This is an optimization exercise on Yosys and OpenROAD, whose aim is small area, not a production implementation. The RTL was checked by simulation tests, not by an equivalence proof against the original design. Power and IR drop assume default switching activity.

## design.v

```verilog
module ow_slot #(
    parameter integer CLKS_PER_US = 10
) (
    input  wire       clk,
    input  wire       rst_n,
    input  wire       start,      
    input  wire [1:0] kind,       
    input  wire       dq_in,      
    output reg        dq_oe,      
    output reg        done,       
    output reg        sample      
);
    localparam [1:0] KIND_RST = 2'd0;
    localparam [1:0] KIND_W0  = 2'd1;
    localparam [1:0] KIND_W1  = 2'd2;
    localparam [9:0] T_RSTL   = 10'd480;   
    localparam [9:0] T_RSMP   = 10'd550;   
    localparam [9:0] T_RSLOT  = 10'd962;   
    localparam [9:0] T_W0L    = 10'd60;    
    localparam [9:0] T_W1L    = 10'd6;     
    localparam [9:0] T_RL     = 10'd6;     
    localparam [9:0] T_RSMPB  = 10'd15;    
    localparam [9:0] T_SLOT   = 10'd72;    
    localparam integer PW = $clog2(CLKS_PER_US);
    reg        active;
    reg [1:0]  kind_q;
    reg [PW-1:0] pre;       
    reg [9:0]  us;        
    reg [9:0] t_low, t_smp, t_len;
    always @(*) begin
        case (kind_q)
            KIND_RST: begin t_low = T_RSTL; t_smp = T_RSMP;  t_len = T_RSLOT; end
            KIND_W0:  begin t_low = T_W0L;  t_smp = T_RSMPB; t_len = T_SLOT;  end
            KIND_W1:  begin t_low = T_W1L;  t_smp = T_RSMPB; t_len = T_SLOT;  end
            default:  begin t_low = T_RL;   t_smp = T_RSMPB; t_len = T_SLOT;  end
        endcase
    end
    wire us_end = (pre == CLKS_PER_US[PW-1:0] - 1'b1);
    always @(posedge clk) begin
        if (!rst_n) begin
            active <= 1'b0;
            kind_q <= KIND_RST;
            pre    <= {PW{1'b0}};
            us     <= 10'd0;
            dq_oe  <= 1'b0;
            done   <= 1'b0;
            sample <= 1'b1;
        end else begin
            done <= 1'b0;
            if (!active) begin
                if (start) begin
                    active <= 1'b1;
                    kind_q <= kind;
                    pre    <= {PW{1'b0}};
                    us     <= 10'd0;
                    dq_oe  <= 1'b1;
                end
            end else if (us_end) begin
                pre <= {PW{1'b0}};
                us  <= us + 10'd1;
                if (us == t_low - 10'd1)
                    dq_oe <= 1'b0;
                if (us == t_smp - 10'd1)
                    sample <= dq_in;
                if (us == t_len - 10'd1) begin
                    active <= 1'b0;
                    done   <= 1'b1;
                end
            end else begin
                pre <= pre + 1'b1;
            end
        end
    end
endmodule
module tc_onewire (
    input  wire        clk,
    input  wire        rst_n,
    input  wire        cmd_valid,
    output wire        cmd_ready,
    input  wire [15:0] cmd_word,
    output wire        rsp_valid,
    input  wire        rsp_ready,
    output wire [31:0] rsp_word,
    output wire        dq_oe,
    input  wire        dq_in
);
    localparam integer CLKS_PER_US = 10;
    localparam [15:0]  POLL_LIMIT  = 16'd1000;
    localparam [3:0] OP_RESET  = 4'h1, OP_WBIT  = 4'h2, OP_RBIT   = 4'h3,
                     OP_WBYTE  = 4'h4, OP_RBYTE = 4'h5, OP_RBYTES = 4'h6,
                     OP_SPRD   = 4'h7, OP_CCLR  = 4'h8, OP_CUPD   = 4'h9,
                     OP_CBUF   = 4'hA, OP_START = 4'hB, OP_STEP   = 4'hC,
                     OP_ABORT  = 4'hD, OP_STATUS = 4'hE;
    localparam [2:0] TS_IDLE = 3'd0, TS_APC = 3'd1, TS_WCD = 3'd2, TS_APR = 3'd3,
                     TS_RSP  = 3'd4, TS_DONE = 3'd5, TS_ERR = 3'd6;
    localparam [1:0] EV_NONE = 2'd0, EV_A = 2'd1, EV_B = 2'd2, EV_C = 2'd3;
    localparam [1:0] ST_OK = 2'd0, ST_ILLEGAL = 2'd1, ST_BUSY = 2'd2;
    localparam [1:0] KIND_RST = 2'd0, KIND_W0 = 2'd1, KIND_W1 = 2'd2, KIND_RD = 2'd3;
    localparam [7:0] B_SKIPROM = 8'hCC, B_CONVERT = 8'h44, B_READSP = 8'hBE;
    localparam [1:0] M_IDLE = 2'd0, M_BUS = 2'd1, M_CRC = 2'd2, M_RSP = 2'd3;
    localparam [1:0] EX_RST = 2'd0, EX_WR = 2'd1, EX_RD = 2'd2;
    function [7:0] crc8_step;
        input [7:0] c;
        input [7:0] d;
        integer k;
        reg [7:0] cc, dd;
        reg mix;
        begin
            cc = c;
            dd = d;
            for (k = 0; k < 8; k = k + 1) begin
                mix = cc[0] ^ dd[0];
                cc  = cc >> 1;
                if (mix) cc = cc ^ 8'h8C;
                dd  = dd >> 1;
            end
            crc8_step = cc;
        end
    endfunction
    reg [2:0]  txn_state;
    reg [1:0]  err_var;
    reg [15:0] poll_cnt;
    reg [3:0]  sp_idx;
    reg [7:0]  sp [0:8];
    reg [7:0]  temp_hi, temp_lo;
    reg [7:0]  crc_acc;
    reg [1:0]  mstate;
    reg [7:0]  cmd_q;        
    reg [31:0] rsp_q;
    reg [1:0]  ex_phase;
    reg [7:0]  ex_shift;
    reg [2:0]  ex_bit;
    reg [3:0]  ex_byte;      
    reg        ex_more;      
    reg        slot_go;
    reg [3:0]  crc_idx;
    wire [3:0] op   = cmd_word[15:12];
    wire [3:0] nfld = cmd_word[11:8];
    wire [7:0] dfld = cmd_word[7:0];
    wire [3:0] q_op   = cmd_q[7:4];
    wire [3:0] q_n    = cmd_q[3:0];
    wire in_flight = (txn_state == TS_APC) || (txn_state == TS_WCD) ||
                     (txn_state == TS_APR) || (txn_state == TS_RSP);
    reg legal;
    always @(*) begin
        case (op)
            OP_RESET, OP_RBIT, OP_RBYTE, OP_CCLR,
            OP_START, OP_STEP, OP_ABORT, OP_STATUS:
                legal = (cmd_word[11:0] == 12'h000);
            OP_WBIT:           legal = (cmd_word[11:1] == 11'h000);
            OP_WBYTE, OP_CUPD: legal = (nfld == 4'd0);
            OP_RBYTES, OP_CBUF:
                legal = (dfld == 8'h00) && (nfld >= 4'd1) && (nfld <= 4'd9);
            OP_SPRD:           legal = (dfld == 8'h00) && (nfld <= 4'd8);
            default:           legal = 1'b0;
        endcase
    end
    wire gated = (op == OP_RESET) || (op == OP_WBIT) || (op == OP_RBIT) ||
                 (op == OP_WBYTE) || (op == OP_RBYTE) || (op == OP_RBYTES) ||
                 (op == OP_START);
    wire       slot_done;
    wire       slot_sample;
    reg  [1:0] slot_kind;
    always @(*) begin
        case (ex_phase)
            EX_RST:  slot_kind = KIND_RST;
            EX_WR:   slot_kind = ex_shift[0] ? KIND_W1 : KIND_W0;
            default: slot_kind = KIND_RD;
        endcase
    end
    ow_slot #(.CLKS_PER_US(CLKS_PER_US)) u_slot (
        .clk    (clk),
        .rst_n  (rst_n),
        .start  (slot_go),
        .kind   (slot_kind),
        .dq_in  (dq_in),
        .dq_oe  (dq_oe),
        .done   (slot_done),
        .sample (slot_sample)
    );
    wire [7:0] rd_byte = {slot_sample, ex_shift[7:1]};    
    wire       presence = ~slot_sample;
    wire [7:0] tf_hi = {sp[1][3:0], sp[0][7:4]};
    wire [7:0] tf_lo = {sp[0][3:0], 4'h0};
    assign cmd_ready = (mstate == M_IDLE);
    assign rsp_valid = (mstate == M_RSP);
    assign rsp_word  = rsp_q;
    function [31:0] mk_rsp;
        input [1:0] status;
        input       pres;
        input       dn;
        input [1:0] ev;
        input [2:0] ts;
        input [7:0] d1;
        input [7:0] d0;
        begin
            mk_rsp = {6'd0, status, pres, dn, ev, 1'b0, ts, d1, d0};
        end
    endfunction
    always @(posedge clk) begin
        if (!rst_n) begin
            txn_state <= TS_IDLE;
            err_var   <= EV_NONE;
            poll_cnt  <= 16'd0;
            sp_idx    <= 4'd0;
            temp_hi   <= 8'h00;
            temp_lo   <= 8'h00;
            crc_acc   <= 8'h00;
            mstate    <= M_IDLE;
            cmd_q     <= 8'h00;
            rsp_q     <= 32'h0;
            ex_phase  <= EX_RST;
            ex_shift  <= 8'h00;
            ex_bit    <= 3'd0;
            ex_byte   <= 4'd0;
            ex_more   <= 1'b0;
            slot_go   <= 1'b0;
            crc_idx   <= 4'd0;
        end else begin
            slot_go <= 1'b0;
            case (mstate)
            M_IDLE: if (cmd_valid) begin
                cmd_q  <= cmd_word[15:8];
                mstate <= M_RSP;
                if (!legal) begin
                    rsp_q <= mk_rsp(ST_ILLEGAL, 1'b0, 1'b0, err_var, txn_state, 8'h00, 8'h00);
                end else if (gated && in_flight) begin
                    rsp_q <= mk_rsp(ST_BUSY, 1'b0, 1'b0, err_var, txn_state, 8'h00, 8'h00);
                end else begin
                    case (op)
                    OP_RESET: begin
                        ex_phase <= EX_RST;
                        slot_go  <= 1'b1;
                        mstate   <= M_BUS;
                    end
                    OP_WBIT: begin
                        ex_phase <= EX_WR;
                        ex_shift <= {7'd0, dfld[0]};
                        ex_bit   <= 3'd7;            
                        ex_more  <= 1'b0;
                        slot_go  <= 1'b1;
                        mstate   <= M_BUS;
                    end
                    OP_WBYTE: begin
                        ex_phase <= EX_WR;
                        ex_shift <= dfld;
                        ex_bit   <= 3'd0;
                        ex_more  <= 1'b0;
                        slot_go  <= 1'b1;
                        mstate   <= M_BUS;
                    end
                    OP_RBIT: begin
                        ex_phase <= EX_RD;
                        ex_bit   <= 3'd7;            
                        ex_byte  <= 4'd0;
                        slot_go  <= 1'b1;
                        mstate   <= M_BUS;
                    end
                    OP_RBYTE, OP_RBYTES: begin
                        ex_phase <= EX_RD;
                        ex_bit   <= 3'd0;
                        ex_byte  <= 4'd0;
                        slot_go  <= 1'b1;
                        mstate   <= M_BUS;
                    end
                    OP_SPRD: begin
                        rsp_q <= mk_rsp(ST_OK, 1'b0, 1'b0, err_var, txn_state, 8'h00, sp[nfld]);
                    end
                    OP_CCLR: begin
                        crc_acc <= 8'h00;
                        rsp_q   <= mk_rsp(ST_OK, 1'b0, 1'b0, err_var, txn_state, 8'h00, 8'h00);
                    end
                    OP_CUPD: begin
                        crc_acc <= crc8_step(crc_acc, dfld);
                        rsp_q   <= mk_rsp(ST_OK, 1'b0, 1'b0, err_var, txn_state, 8'h00,
                                          crc8_step(crc_acc, dfld));
                    end
                    OP_CBUF: begin
                        crc_acc <= 8'h00;
                        crc_idx <= 4'd0;
                        mstate  <= M_CRC;
                    end
                    OP_START: begin
                        txn_state <= TS_APC;
                        err_var   <= EV_NONE;
                        poll_cnt  <= 16'd0;
                        sp_idx    <= 4'd0;
                        rsp_q     <= mk_rsp(ST_OK, 1'b0, 1'b0, EV_NONE, TS_APC, 8'h00, 8'h00);
                    end
                    OP_ABORT: begin
                        txn_state <= TS_IDLE;
                        err_var   <= EV_NONE;
                        poll_cnt  <= 16'd0;
                        sp_idx    <= 4'd0;
                        rsp_q     <= mk_rsp(ST_OK, 1'b0, 1'b0, EV_NONE, TS_IDLE, 8'h00, 8'h00);
                    end
                    OP_STATUS: begin
                        if (txn_state == TS_DONE || txn_state == TS_ERR)
                            rsp_q <= mk_rsp(ST_OK, 1'b0, 1'b0, err_var, txn_state, temp_hi, temp_lo);
                        else
                            rsp_q <= mk_rsp(ST_OK, 1'b0, 1'b0, err_var, txn_state, 8'h00, 8'h00);
                    end
                    default: begin  
                        case (txn_state)
                        TS_APC, TS_APR: begin
                            ex_phase <= EX_RST;
                            slot_go  <= 1'b1;
                            mstate   <= M_BUS;
                        end
                        TS_WCD: begin
                            ex_phase <= EX_RD;
                            ex_bit   <= 3'd7;        
                            slot_go  <= 1'b1;
                            mstate   <= M_BUS;
                        end
                        TS_RSP: begin
                            ex_phase <= EX_RD;
                            ex_bit   <= 3'd0;        
                            slot_go  <= 1'b1;
                            mstate   <= M_BUS;
                        end
                        default: begin               
                            rsp_q <= mk_rsp(ST_OK, 1'b0, 1'b0, err_var, txn_state, 8'h00, 8'h00);
                        end
                        endcase
                    end
                    endcase
                end
            end
            M_BUS: if (slot_done) begin
                case (ex_phase)
                EX_RST: begin
                    if (q_op == OP_RESET) begin
                        rsp_q  <= mk_rsp(ST_OK, presence, 1'b0, err_var, txn_state, 8'h00, 8'h00);
                        mstate <= M_RSP;
                    end else if (!presence) begin
                        txn_state <= TS_ERR;
                        temp_hi   <= 8'hFF;
                        if (txn_state == TS_APC) begin
                            err_var <= EV_A;
                            temp_lo <= 8'hFF;
                            rsp_q   <= mk_rsp(ST_OK, 1'b0, 1'b1, EV_A, TS_ERR, 8'hFF, 8'hFF);
                        end else begin
                            err_var <= EV_B;
                            temp_lo <= 8'hFE;
                            rsp_q   <= mk_rsp(ST_OK, 1'b0, 1'b1, EV_B, TS_ERR, 8'hFF, 8'hFE);
                        end
                        mstate <= M_RSP;
                    end else begin
                        ex_phase <= EX_WR;
                        ex_shift <= B_SKIPROM;
                        ex_bit   <= 3'd0;
                        ex_more  <= 1'b1;
                        slot_go  <= 1'b1;
                    end
                end
                EX_WR: begin
                    if (ex_bit != 3'd7) begin
                        ex_shift <= ex_shift >> 1;
                        ex_bit   <= ex_bit + 3'd1;
                        slot_go  <= 1'b1;
                    end else if (ex_more) begin
                        ex_shift <= (txn_state == TS_APC) ? B_CONVERT : B_READSP;
                        ex_bit   <= 3'd0;
                        ex_more  <= 1'b0;
                        slot_go  <= 1'b1;
                    end else if (q_op == OP_STEP) begin
                        if (txn_state == TS_APC) begin
                            txn_state <= TS_WCD;
                            poll_cnt  <= 16'd0;
                            rsp_q     <= mk_rsp(ST_OK, 1'b1, 1'b0, err_var, TS_WCD, 8'h00, 8'h00);
                        end else begin
                            txn_state <= TS_RSP;
                            sp_idx    <= 4'd0;
                            rsp_q     <= mk_rsp(ST_OK, 1'b1, 1'b0, err_var, TS_RSP, 8'h00, 8'h00);
                        end
                        mstate <= M_RSP;
                    end else begin
                        rsp_q  <= mk_rsp(ST_OK, 1'b0, 1'b0, err_var, txn_state, 8'h00, 8'h00);
                        mstate <= M_RSP;
                    end
                end
                default: begin  
                    ex_shift <= rd_byte;
                    if (ex_bit != 3'd7) begin
                        ex_bit  <= ex_bit + 3'd1;
                        slot_go <= 1'b1;
                    end else begin
                        case (q_op)
                        OP_RBIT: begin
                            rsp_q  <= mk_rsp(ST_OK, 1'b0, 1'b0, err_var, txn_state,
                                             8'h00, {7'd0, slot_sample});
                            mstate <= M_RSP;
                        end
                        OP_RBYTE: begin
                            rsp_q  <= mk_rsp(ST_OK, 1'b0, 1'b0, err_var, txn_state, 8'h00, rd_byte);
                            mstate <= M_RSP;
                        end
                        OP_RBYTES: begin
                            sp[ex_byte] <= rd_byte;
                            if (ex_byte + 4'd1 == q_n) begin
                                rsp_q  <= mk_rsp(ST_OK, 1'b0, 1'b0, err_var, txn_state, 8'h00, 8'h00);
                                mstate <= M_RSP;
                            end else begin
                                ex_byte <= ex_byte + 4'd1;
                                ex_bit  <= 3'd0;
                                slot_go <= 1'b1;
                            end
                        end
                        default: begin  
                            if (txn_state == TS_WCD) begin
                                if (slot_sample) begin
                                    txn_state <= TS_APR;
                                    rsp_q <= mk_rsp(ST_OK, 1'b0, 1'b0, err_var, TS_APR, 8'h00, 8'h00);
                                end else begin
                                    if (poll_cnt != 16'hFFFF)
                                        poll_cnt <= poll_cnt + 16'd1;
                                    if (poll_cnt + 16'd1 >= POLL_LIMIT) begin
                                        txn_state <= TS_ERR;
                                        err_var   <= EV_C;
                                        temp_hi   <= 8'hFF;
                                        temp_lo   <= 8'hFD;
                                        rsp_q <= mk_rsp(ST_OK, 1'b0, 1'b1, EV_C, TS_ERR, 8'hFF, 8'hFD);
                                    end else begin
                                        rsp_q <= mk_rsp(ST_OK, 1'b0, 1'b0, err_var, TS_WCD, 8'h00, 8'h00);
                                    end
                                end
                            end else begin
                                sp[sp_idx] <= rd_byte;
                                sp_idx     <= sp_idx + 4'd1;
                                if (sp_idx == 4'd8) begin
                                    txn_state <= TS_DONE;
                                    temp_hi   <= tf_hi;
                                    temp_lo   <= tf_lo;
                                    rsp_q <= mk_rsp(ST_OK, 1'b0, 1'b1, err_var, TS_DONE, tf_hi, tf_lo);
                                end else begin
                                    rsp_q <= mk_rsp(ST_OK, 1'b0, 1'b0, err_var, TS_RSP, 8'h00, 8'h00);
                                end
                            end
                            mstate <= M_RSP;
                        end
                        endcase
                    end
                end
                endcase
            end
            M_CRC: begin
                crc_acc <= crc8_step(crc_acc, sp[crc_idx]);
                if (crc_idx + 4'd1 == q_n) begin
                    rsp_q  <= mk_rsp(ST_OK, 1'b0, 1'b0, err_var, txn_state, 8'h00,
                                     crc8_step(crc_acc, sp[crc_idx]));
                    mstate <= M_RSP;
                end else begin
                    crc_idx <= crc_idx + 4'd1;
                end
            end
            default: begin  
                if (rsp_ready)
                    mstate <= M_IDLE;
            end
            endcase
        end
    end
endmodule
```

## run.sh

```bash
#!/bin/bash
# synth_recipe.tcl (not shown) runs the flow's synth.tcl, then flattens the netlist and writes it again
# the make line also repeats each setting of config.mk as NAME=value (left out here)
make -C /OpenROAD-flow-scripts/flow DESIGN_CONFIG=/design/flow/config.mk WORK_HOME=/design/flow/orfs CLKGATE_MAP_FILE= SYNTH_SCRIPT=/design/flow/synth_recipe.tcl finish
```

## config.mk

```make
export PLATFORM = sky130hd
export DESIGN_NAME = tc_onewire
export DESIGN_NICKNAME = tc_onewire
export VERILOG_FILES = /design/flow/design.v
export SDC_FILE = /design/flow/constraint.sdc
export NUM_CORES = 4
export LEC_CHECK = 0
export CAP_MARGIN = 20
export CORE_MARGIN = 2
export CORE_UTILIZATION = 40
export SLEW_MARGIN = 20
```

## constraint.sdc

```tcl
create_clock -name core_clock -period 100.0 [get_ports {clk}]
set_input_delay 20.0000 -clock core_clock [delete_from_list [all_inputs] [get_ports {clk}]]
set_output_delay 20.0000 -clock core_clock [all_outputs]
set_load 0.01 [all_outputs]
```

==> results.sh <==
export IMPL_layout_commonest_cell="nand2_1"
export IMPL_drc=0
export IMPL_synth_seq_cells=210
export IMPL_synth_top_family_by_area="compound AO/OA/AOI/OAI gates"
export IMPL_clk_path_buf_depth=3
export IMPL_grt_max_degree=90
export IMPL_drive_gt1_share_pct=8.500
export IMPL_ys_async_sr_fraction_pct=0
export IMPL_pwr_share_comb_pct=35.8
export IMPL_seqPwrFrac_pct=35.1
export IMPL_drt_iter0_markers=1164
export IMPL_drv_cap=0
export IMPL_ant_nets=0
export IMPL_setup_viol=0
export IMPL_p_sw_share_pct=38.31
export IMPL_core_area_um2=30750
export IMPL_finalCritPeriodShare_pct=23.33
export IMPL_fin_crit_ns=23.33
export IMPL_start_kind="input pin"
export IMPL_end_kind="register"
export IMPL_syn_to_final_growth_pct=12.16
export IMPL_worstMarginPinSlew_ns=1.217
export IMPL_numCtsBuffers=25
export IMPL_cts_tree="yes"
export IMPL_routedWlPerCell_um=21.98
export IMPL_fmax_mhz=42.86
export IMPL_die_x_um=181.0
export IMPL_synth_fa_ha_area_share_pct=1.398
export IMPL_grt_pass1_vias=10280
export IMPL_synth_compound_area_share_pct=19.84
export IMPL_synth_area_per_cell_um2=9.033
export IMPL_cts_htree_levels=1
export IMPL_timing_final_ws_setup_ns=76.67
export IMPL_cts_resized=0
export IMPL_rows=64
export IMPL_clkTransAtPathRegs_ns=0.05
export IMPL_syn_inst=1387
export IMPL_finalMaxSlewViolations=0
export IMPL_relSlewSlack_pct=18.72
export IMPL_synth_edf_count=80
export IMPL_antenna_found_initial=1
export IMPL_leakage_nw=4.563
export IMPL_status="no timing/DRC/antenna violations"
export IMPL_final_nets=1417
export IMPL_rsz0062_at_grt="false"
export IMPL_overflow=0
export IMPL_clkLatencyLatePin_ns=0.55
export IMPL_yosys_area_share_simple_pct=19.11
export IMPL_dp_slack_ns=75.93
export IMPL_place_congestion=0.9364
export IMPL_die_height_um=181.0
export IMPL_cts_setup_buffers=0
export IMPL_firstDrtPassIters=6
export IMPL_path_class="in -> reg"
export IMPL_crit_arrival_ns=23.73
export IMPL_ys_seq_area_share_pct=39.95
export IMPL_holdWs_ns=0.4575
export IMPL_crit_start="cmd_word[10]"
export IMPL_skew_ns=0.01961
export IMPL_num_io_pins=56
export IMPL_hold_path_class="reg -> reg"
export IMPL_start_util_pct=40.74
export IMPL_routed_via_density=6.126
export IMPL_critical_path_required_ns=100.40
export IMPL_synthMuxAreaShare_pct=9.428
export IMPL_clock_power_share_pct=29.1
export IMPL_io_buffers=48
export IMPL_yosys_warnings=2
export IMPL_tns_ns=0
export IMPL_cts_root_buffer_cell="clkbuf_16"
export IMPL_grt_total_usage_pct=23.69
export IMPL_synthDistinctLibCells=88
export IMPL_dieArea_um2=32750
export IMPL_cts_sinks=210
export IMPL_layout_common_cells="nand2_1 (149), dfxtp_1 (130), a21oi_1 (121)"
export IMPL_antenna_cells=0
export IMPL_cp_max_fo=18
export IMPL_p_sw_uw=120.1
export IMPL_vias=11000
export IMPL_place_hpwl_um=27750
export IMPL_synthFlopType="dfxtp_1"
export IMPL_totalWireLength_um=39470
export IMPL_synth_area_um2=12530
export IMPL_nFillCells=2976
export IMPL_hold_viol=0
export IMPL_grt_pass1_wl_um=61130
export IMPL_hold_buffers=0
export IMPL_internal_power_uw=193.4
export IMPL_irDropWorstVdd_mv=0.01223
export IMPL_min_from="rsp_q[22]$_SDFFE_PN0P_"
export IMPL_synth_xor_area_share_pct=5.743
export IMPL_power_density_nw_per_um2=22.31
==> power groups by stage <==
stage	combinational, mW	sequential [mW]	clock (mW)
floorplan	0.0752	0.108	0
global placement	0.109	0.111	0
detailed placement	0.109	0.112	0
CTS	0.110	0.110	0.0930
global route	0.122	0.111	0.0962
finish	0.112	0.110	0.0912
==> worst max-delay path, cell delays in order <==
cell             delay [ns]
clkdlybuf4s50_1        0.83
nor4_1                 0.76
a211o_1                0.23
a22oi_1                0.10
o211ai_1               0.40
a21oi_1                0.28
or2_1                  0.46
a2111oi_0              0.56
nor2_1                 0.11
==> per-stage QoR <==
stage / cell area [um2] / util (%) / instances / total power [mW]
final: 14050 / 45.70 / 1796 / 0.3135
after global routing: 14050 / 45.70 / 1796 / 0.3291
after CTS: 14050 / 45.68 / 1796 / 0.3127
after detailed placement: 13230 / 43.01 / 1751 / 0.2210
after global placement: 13230 / 43.01 / 1751 / 0.2203
after floorplan: 12550 / - / 1393 / 0.1827
==> kinds of logic after synthesis <==
group	after synthesis
AOI/OAI and AO/OA	394
xor gates and xnor gates	72
adders and majority gates	14
buffers and inverters	135
DFF	210
muxes	73
other	1
and+or+nand+nor	488
==> path summary, 6_finish.rpt <==
| check | to | slack [ns] | depth (start not counted) |
|---|---|---|---|
| max | rsp_q[1]$_SDFFE_PN0P_ | 76.67 | 9 |
| min | rsp_q[22]$_SDFFE_PN0P_ | 0.46 | 2 |
| max reg2reg | rsp_q[1]$_SDFFE_PN0P_ | 96.19 | 8 |
| min reg2reg | rsp_q[22]$_SDFFE_PN0P_ | 0.46 | 2 |
==> metal layers <==
layer / vias to the layer above / wire length, um / global-route usage (%)
met3: 91 / 3460 / 3.810
met4: 2 / 1282 / 8.163
li1: 5130 / - / -
met5: - / 13 / 0
met1: 5283 / 17200 / 33.68
met2: 496 / 17510 / 36.68
==> synthesized netlist by cell type, drive strengths merged, types with 29 or more instances <==
| cell type | number | area share (%) |
|---|---|---|
| nor3 | 47 | 1.9 |
| edfxtp | 80 | 19 |
| a21oi | 122 | 4.9 |
| dfxtp | 130 | 21 |
| nor2 | 116 | 3.5 |
| xnor2 | 43 | 3.2 |
| o21ai | 98 | 3.9 |
| clkbuf | 72 | 2.2 |
| buf | 33 | 1.4 |
| mux4 | 35 | 6.3 |
| nand2 | 149 | 4.5 |
| mux2i | 31 | 2.5 |
| nand3 | 34 | 1.4 |
| nor2b | 29 | 1.4 |
==> cell type report <==
| cell class | count | area [um2] | area share (%) |
|---|---|---|---|
| Clock inverter | 5 | 66.31 | 0.4719 |
| Inverter | 30 | 112.6 | 0.8014 |
| Multi-Input combinational cell | 1048 | 6994 | 49.77 |
| Clock buffer | 40 | 755.7 | 5.378 |
| Sequential cell | 210 | 5005 | 35.62 |
| Timing Repair Buffer | 67 | 623.1 | 4.434 |
| Tap cell | 396 | 495.5 | 3.526 |
==> state kept, by name, indices dropped and copies added (netlist names), 2 cells and up, named ones only <==
register	cells
sp	80
rsp_q	25
poll_cnt	16
u_slot.us	10
cmd_q	8
crc_acc	8
ex_shift	8
temp_hi	8
temp_lo	7
crc_idx	4
ex_byte	4
sp_idx	4
u_slot.pre	4
ex_bit	3
txn_state	3
err_var	2
ex_phase	2
mstate	2
u_slot.kind_q	2

-- afterwards: timing with drivers on the ports --
No port has a modelled driver above. Below, the same layout with a new extraction and two added sets of constraints.
Step 1: set_driving_cell puts a clkbuf_16 on clk and a buf_2 on each other input, an assumption about the parent block.
Step 2 adds t to the input delays and takes it off the output delays; t is the mean of the earliest and latest rising clock arrival at the registers after step 1. Input paths then give back, and output paths get back, about the clock's delay inside the block.
Slacks: ideal / step 1 / step 2; pairs: ideal / step 1.
t, ns: 0.597
slack for setup (ns): 76.669 / 76.676 / 76.079
worst register clock-pin slew, ns: 0.07 / 0.07
worst slew at a driven data input, ns: 0.06
pins driven straight from the clock port: 1
After both steps setup and hold are still met in this run. For this run, drivers alone change the setup slack by +0.007 ns; drivers and shift together by -0.590 ns.
